This design comes from an exercise in tuning for small area on the open sky130 flow, not from production work.
In this exercise RTL edits were held to simulation tests only and were not proved equivalent to the original.
Power is estimated from default activity; no workload was simulated.

Setup of the previous run:
## ps2_serial_core
module ps2_serial_core (
    input  wire        clk,
    input  wire        rst,           
    input  wire [1:0]  mode,          
    input  wire        two_stop,      
    input  wire        ps2_valid,
    input  wire        ps2_data,
    input  wire        bt_clk_en,
    input  wire        cmd_valid,
    input  wire [4:0]  cmd_op,
    input  wire [26:0] cmd_arg,
    output wire        cmd_ready,
    output reg         rsp_valid,
    output reg  [3:0]  rsp_code,
    output reg  [7:0]  rsp_data,
    output wire        txd,
    output reg  [15:0] rx_ovf,
    output reg  [15:0] tx_ovf
);
    localparam OP_RX_START    = 5'h02;
    localparam OP_RX_STOP     = 5'h03;
    localparam OP_RX_POLL     = 5'h04;
    localparam OP_RX_READ     = 5'h05;
    localparam OP_TX_INIT     = 5'h08;
    localparam OP_TX_TEARDOWN = 5'h09;
    localparam OP_TX_ENQUEUE  = 5'h0A;
    localparam OP_ENC_REPORT  = 5'h10;
    localparam OP_ENC_SEND    = 5'h11;
    localparam OP_ENC_RESET   = 5'h12;
    localparam R_OK         = 4'h0;
    localparam R_BYTE       = 4'h1;
    localparam R_EMPTY      = 4'h2;
    localparam R_TIMEOUT    = 4'h3;
    localparam R_DROPPED    = 4'h4;
    localparam R_NOTDUE     = 4'h6;
    localparam R_SUPPRESSED = 4'h7;
    localparam R_SENT       = 4'h8;
    localparam R_FAULT      = 4'h9;
    localparam R_REFUSED    = 4'hA;
    localparam MODE_TWO   = 2'd0;
    localparam MODE_WHEEL = 2'd2;
    function [15:0] satadd;
        input [15:0] a;
        input [7:0]  b;
        reg   [15:0] s;
        reg   [16:0] c;
        reg          bi;
        integer k;
        begin
            c[0] = 1'b0;
            for (k = 0; k < 16; k = k + 1) begin
                bi = (k < 8) ? b[k] : b[7];
                s[k]   = a[k] ^ bi ^ c[k];
                c[k+1] = (a[k] & bi) | (a[k] & c[k]) | (bi & c[k]);
            end
            if (!a[15] && !b[7] && s[15])
                satadd = 16'h7FFF;
            else if (a[15] && b[7] && (!s[15] || s[14:0] == 15'd0))
                satadd = 16'h8001;
            else
                satadd = s;
        end
    endfunction
    function [16:0] inc16;
  ...
For scale: about 0.020 mm2 of cells after synthesis.
clock: 10.0 ns
lec_check: 0
cap_margin: 20
core_margin: 2
core_utilization: 60
place_density: 0.7
slew_margin: 20
standard.sh (not shown) runs the stock make flow with config.mk's settings and CLKGATE_MAP_FILE= SYNTH_SCRIPT=/design/flow/synth_recipe.tcl, a recipe that flattens the netlist after the stock synthesis.
==> flow/flow/run.sh <==
#!/bin/bash
# Standard ORFS layout (the standard.sh, unchanged synthesis, floorplan,
# power grid and routing) with two layout choices changed:
#   - CTS: larger sink clusters, no dummy loads
#   - port buffers: the smallest buffer cell
# Each tool's full output stays in the ORFS logs folder (orfs/logs/...);
# make's own output goes to make_finish.log here.
set -uo pipefail
bash standard.sh \
  "CTS_ARGS=-sink_clustering_enable -repair_clock_nets -dont_use_dummy_load -buf_list sky130_fd_sc_hd__clkbuf_16 -sink_clustering_size 30 -sink_clustering_max_diameter 80" \
  "BUFFER_PORTS_ARGS=-buffer_cell sky130_fd_sc_hd__buf_1" \
  finish > make_finish.log 2>&1
--- input diff the previous run..the current run ---
Settings: putting CTS_CLUSTER_DIAMETER at 80 where nothing was set; putting CTS_BUF_LIST at sky130_fd_sc_hd__clkbuf_16 where nothing was set; putting CTS_CLUSTER_SIZE at 30 where nothing was set.
==> flow/run.sh (new file) <==
#!/bin/bash
# synth_recipe.tcl (not shown) runs the flow's synth.tcl, then flattens the netlist and writes it again
# the make line also repeats each setting of config.mk as NAME=value (left out here)
make -C /OpenROAD-flow-scripts/flow DESIGN_CONFIG=/design/flow/config.mk WORK_HOME=/design/flow/orfs CLKGATE_MAP_FILE= SYNTH_SCRIPT=/design/flow/synth_recipe.tcl finish
removed: flow/flow/run.sh
removed: flow/standard.sh
Findings:
- Diff the previous run -> the current run: global-route track usage on met3 climbed 0.73 points, count of plain and timing-repair buffers in the layout climbed about 3.8%.
- Summary of the current run over the previous run: post-route standard cell area excluding fillers went up; count of antenna diodes in the layout went up 1; number of gates on the worst path with buffers counted lost 1; power picked up an extra 0.00016 W; summed instance area of the synthesized netlist now sits at about the same level.
- Between the current run and the previous run, it is the current run whose length of routed wiring on met1 is lower, by 490 um.
- The previous run -> the current run: portion of total power attributed to combinational logic flat
- The endpoint of the most critical setup path comes out acc_wheel[7] in one run and acc_dy[0] in the other, namely in the current run and the previous run respectively.

== cedar ==
Another version of the RTL of ps2_serial_core (not shown whole).
For scale: about 1500 cells after synthesis, roughly 18000 um2 of cells after synthesis.
==> flow/design.v (excerpt) <==
module ps2_serial_core (
    input  wire        clk,
    input  wire        rst,           
    input  wire [1:0]  mode,          
    input  wire        two_stop,      
    input  wire        ps2_valid,
    input  wire        ps2_data,
    input  wire        bt_clk_en,
    input  wire        cmd_valid,
    input  wire [4:0]  cmd_op,
    input  wire [26:0] cmd_arg,
    output wire        cmd_ready,
    output reg         rsp_valid,
    output reg  [3:0]  rsp_code,
    output reg  [7:0]  rsp_data,
    output wire        txd,
    output reg  [15:0] rx_ovf,
    output reg  [15:0] tx_ovf
);
    localparam OP_RX_START    = 5'h02;
    localparam OP_RX_STOP     = 5'h03;
    localparam OP_RX_POLL     = 5'h04;
    localparam OP_RX_READ     = 5'h05;
    localparam OP_TX_INIT     = 5'h08;
    localparam OP_TX_TEARDOWN = 5'h09;
    localparam OP_TX_ENQUEUE  = 5'h0A;
    localparam OP_ENC_REPORT  = 5'h10;
    localparam OP_ENC_SEND    = 5'h11;
    localparam OP_ENC_RESET   = 5'h12;
    localparam R_OK         = 4'h0;
    localparam R_BYTE       = 4'h1;
    localparam R_EMPTY      = 4'h2;
    localparam R_TIMEOUT    = 4'h3;
    localparam R_DROPPED    = 4'h4;
    localparam R_NOTDUE     = 4'h6;
    localparam R_SUPPRESSED = 4'h7;
    localparam R_SENT       = 4'h8;
    localparam R_FAULT      = 4'h9;
    localparam R_REFUSED    = 4'hA;
    localparam MODE_TWO   = 2'd0;
    localparam MODE_WHEEL = 2'd2;
    function [16:0] inc16;
        input [15:0] a;
        input        ci;
        reg   [16:0] c;
        integer k;
        begin
            c[0] = ci;
            for (k = 0; k < 16; k = k + 1) begin
                inc16[k] = a[k] ^ c[k];
                c[k+1]   = a[k] & c[k];
  ...
clock: 10.0 ns
lec_check: 0
cap_margin: 20
core_margin: 2
core_utilization: 70
place_density: 0.8
slew_margin: 20
==> flow/flow/run.sh <==
#!/bin/bash
# Standard ORFS layout (the standard.sh: its synthesis script, floorplan,
# power grid, placement and routing) with these choices changed:
#   - synthesis: synth_recipe.tcl, but abc maps the logic with flow/area.abc,
#     an area-recovery script (registers are mapped before abc, unchanged)
#   - CTS: small clock buffers in sink clusters of up to 10, no dummy loads
#   - port buffers: the smallest buffer cell
# Each step's full tool output is in orfs/logs/sky130hd/ps2_serial_core/base/*.log and
# is copied next to this flow's own make log (make_finish.log) when done.
set -uo pipefail
export FLOW_WORK_DIR="$PWD"
export AREA_ABC_SCRIPT="$PWD/flow/area.abc"
bash standard.sh \
  "SYNTH_SCRIPT=$PWD/flow/area_synth.tcl" \
  "CTS_ARGS=-sink_clustering_enable -repair_clock_nets -dont_use_dummy_load -buf_list sky130_fd_sc_hd__clkbuf_4 -sink_clustering_size 10 -sink_clustering_max_diameter 40" \
  "BUFFER_PORTS_ARGS=-buffer_cell sky130_fd_sc_hd__buf_1" \
  finish > make_finish.log 2>&1
status=$?
for f in orfs/logs/sky130hd/ps2_serial_core/base/*.log; do
  [[ -f "$f" ]] && cp "$f" "log_$(basename "$f")"
done
exit $status
==> flow/flow/area.abc <==
&get -n
&st
&dch -f
&nf -R 1000
&put
mfs2
strash
&get -n
&dch -f
&nf -R 1000
&put
==> flow/flow/area_synth.tcl <==
# The standard synthesis script (synth_recipe.tcl, sourced unchanged),
# with one difference: the combinational mapping call to abc uses the
# area-recovery script flow/area.abc instead of ORFS's abc_speed.script.
# Flip-flop mapping (dfflibmap) happens before abc and is not affected, so
# the registers, their names and cell types are those of the standard run.
proc abc {args} {
  set i [lsearch -exact $args -script]
  if {$i >= 0} {
    lset args [expr {$i + 1}] $::env(AREA_ABC_SCRIPT)
    puts "area_synth.tcl: abc with script $::env(AREA_ABC_SCRIPT)"
  }
  yosys abc {*}$args
}
source $::env(FLOW_WORK_DIR)/synth_recipe.tcl
For pepper, these inputs were changed with respect to cedar:
==> flow/flow/run.sh <==
#!/bin/bash
# Standard ORFS layout (the standard.sh, unchanged synthesis, floorplan,
# power grid and routing) with two layout choices changed:
#   - CTS: larger sink clusters, no dummy loads
#   - port buffers: the smallest buffer cell
# Each tool's full output stays in the ORFS logs folder (orfs/logs/...);
# make's own output goes to make_finish.log here.
set -uo pipefail
bash standard.sh \
  "CTS_ARGS=-sink_clustering_enable -repair_clock_nets -dont_use_dummy_load -buf_list sky130_fd_sc_hd__clkbuf_8 -sink_clustering_size 20 -sink_clustering_max_diameter 60" \
  "BUFFER_PORTS_ARGS=-buffer_cell sky130_fd_sc_hd__buf_1" \
  finish > make_finish.log 2>&1
--- a/flow/config.mk
+++ b/flow/config.mk
@@ -10,2 +10,2 @@
-export CORE_UTILIZATION = 70
-export PLACE_DENSITY = 0.8
+export CORE_UTILIZATION = 60
+export PLACE_DENSITY = 0.7
removed: flow/flow/area.abc
removed: flow/flow/area_synth.tcl
## What came out
Compared to cedar, pepper has leakage power summed over all cells about 9% higher.
Summary of the comparison: register-to-register slack is lower in pepper, relative to cedar.
Re share of the synthesized area in compound gates (AO/OA/AOI/OAI): cedar and pepper aren't equal, and the lower value belongs to pepper.
pepper against cedar: count of buffering cells on the critical path with inverters included shows a reduction of 1, final cell utilization of the core has decreased, final wirelength increased by 3.5% relative to the old numbers, data required time of the critical path shows a reduction of 0.17 ns, first-pass GRT wire length up 5.3%.
Total of fill cells in the finished design in pepper is 799 higher than in cedar
In pepper the final area turned out about 4% higher than in cedar.
> inputs changed (pepper -> xenon)
--- a/flow/flow/run.sh
+++ b/flow/flow/run.sh
@@ -10 +10 @@
-  "CTS_ARGS=-sink_clustering_enable -repair_clock_nets -dont_use_dummy_load -buf_list sky130_fd_sc_hd__clkbuf_8 -sink_clustering_size 20 -sink_clustering_max_diameter 60" \
+  "CTS_ARGS=-sink_clustering_enable -repair_clock_nets -dont_use_dummy_load -buf_list sky130_fd_sc_hd__clkbuf_16 -sink_clustering_size 30 -sink_clustering_max_diameter 80" \
--- a/flow/config.mk
+++ b/flow/config.mk
@@ -10,2 +10,2 @@
-export CORE_UTILIZATION = 60
-export PLACE_DENSITY = 0.7
+export CORE_UTILIZATION = 70
+export PLACE_DENSITY = 0.8
Notes after the runs:
In xenon, final worst slack is lower than in pepper. Going from pepper to xenon, post-detailed-routing wire length grows by 0.75%. Looking at cell-internal power across pepper and xenon, the one that comes out higher is xenon. pepper → xenon: non-filler instance count after layout dropped about 4%, layout overhead on the synthesized area has decreased, met2 track demand over resource now larger. There was hardly any difference in clock-net power between pepper and xenon. The global-route usage in xenon was higher than what pepper gave.
### xenon -> nickel
--- a/flow/flow/run.sh
+++ b/flow/flow/run.sh
@@ -10 +10 @@
-  "CTS_ARGS=-sink_clustering_enable -repair_clock_nets -dont_use_dummy_load -buf_list sky130_fd_sc_hd__clkbuf_16 -sink_clustering_size 30 -sink_clustering_max_diameter 80" \
+  "CTS_ARGS=-sink_clustering_enable -repair_clock_nets -dont_use_dummy_load -buf_list sky130_fd_sc_hd__clkbuf_4 -sink_clustering_size 12 -sink_clustering_max_diameter 50" \
--- a/flow/config.mk
+++ b/flow/config.mk
@@ -10,2 +10,2 @@
-export CORE_UTILIZATION = 70
-export PLACE_DENSITY = 0.8
+export CORE_UTILIZATION = 60
+export PLACE_DENSITY = 0.7
Compared to xenon, the routing of nickel uses less wire. There was hardly any difference in number of global-route vias before repair between xenon and nickel. From nickel to xenon, synthesis-stage register bit count did not move at all. Summary — wire length of the first global-routing pass, nickel relative to xenon: higher, by 0.63%. Taking xenon as the reference, in nickel synthesis-to-layout area growth lost 0.15 points, global-route met2 utilization lost 7.7 points, power after layout lost 0.12 mW.

## port drivers added, routing unchanged
No port has a modelled driver above. Below, the same layouts with a new extraction and two added sets of constraints. Step 1, drivers: a clkbuf_16 drives clk and a buf_2 each remaining input, both assumed. Step 2 adds t to the input delays and takes it off the output delays; t is the mean of the earliest and latest rising clock arrival at the registers after step 1. Input paths then give back, and output paths get back, about the clock's delay inside the block. Slacks: ideal / step 1 / step 2; pairs: ideal / step 1.
run	t, ns	setup WS [ns]	worst data-port slew with drivers (ns)
the previous run	0.570	1.380 / 1.408 / 0.838	0.07
the current run	0.592	1.081 / 1.101 / 0.509	0.09
cedar	0.748	0.616 / 0.638 / -0.109	0.08
pepper	0.590	0.578 / 0.568 / -0.021	0.06
xenon	0.566	0.469 / 0.451 / -0.115	0.06
nickel	0.691	0.743 / 0.732 / 0.041	0.06
Met with ideal ports but missed after step 2: setup timing in cedar, pepper and xenon. The setup slack of cedar, which loses most, moves by +0.022 ns with the drivers and by -0.725 ns with both steps.
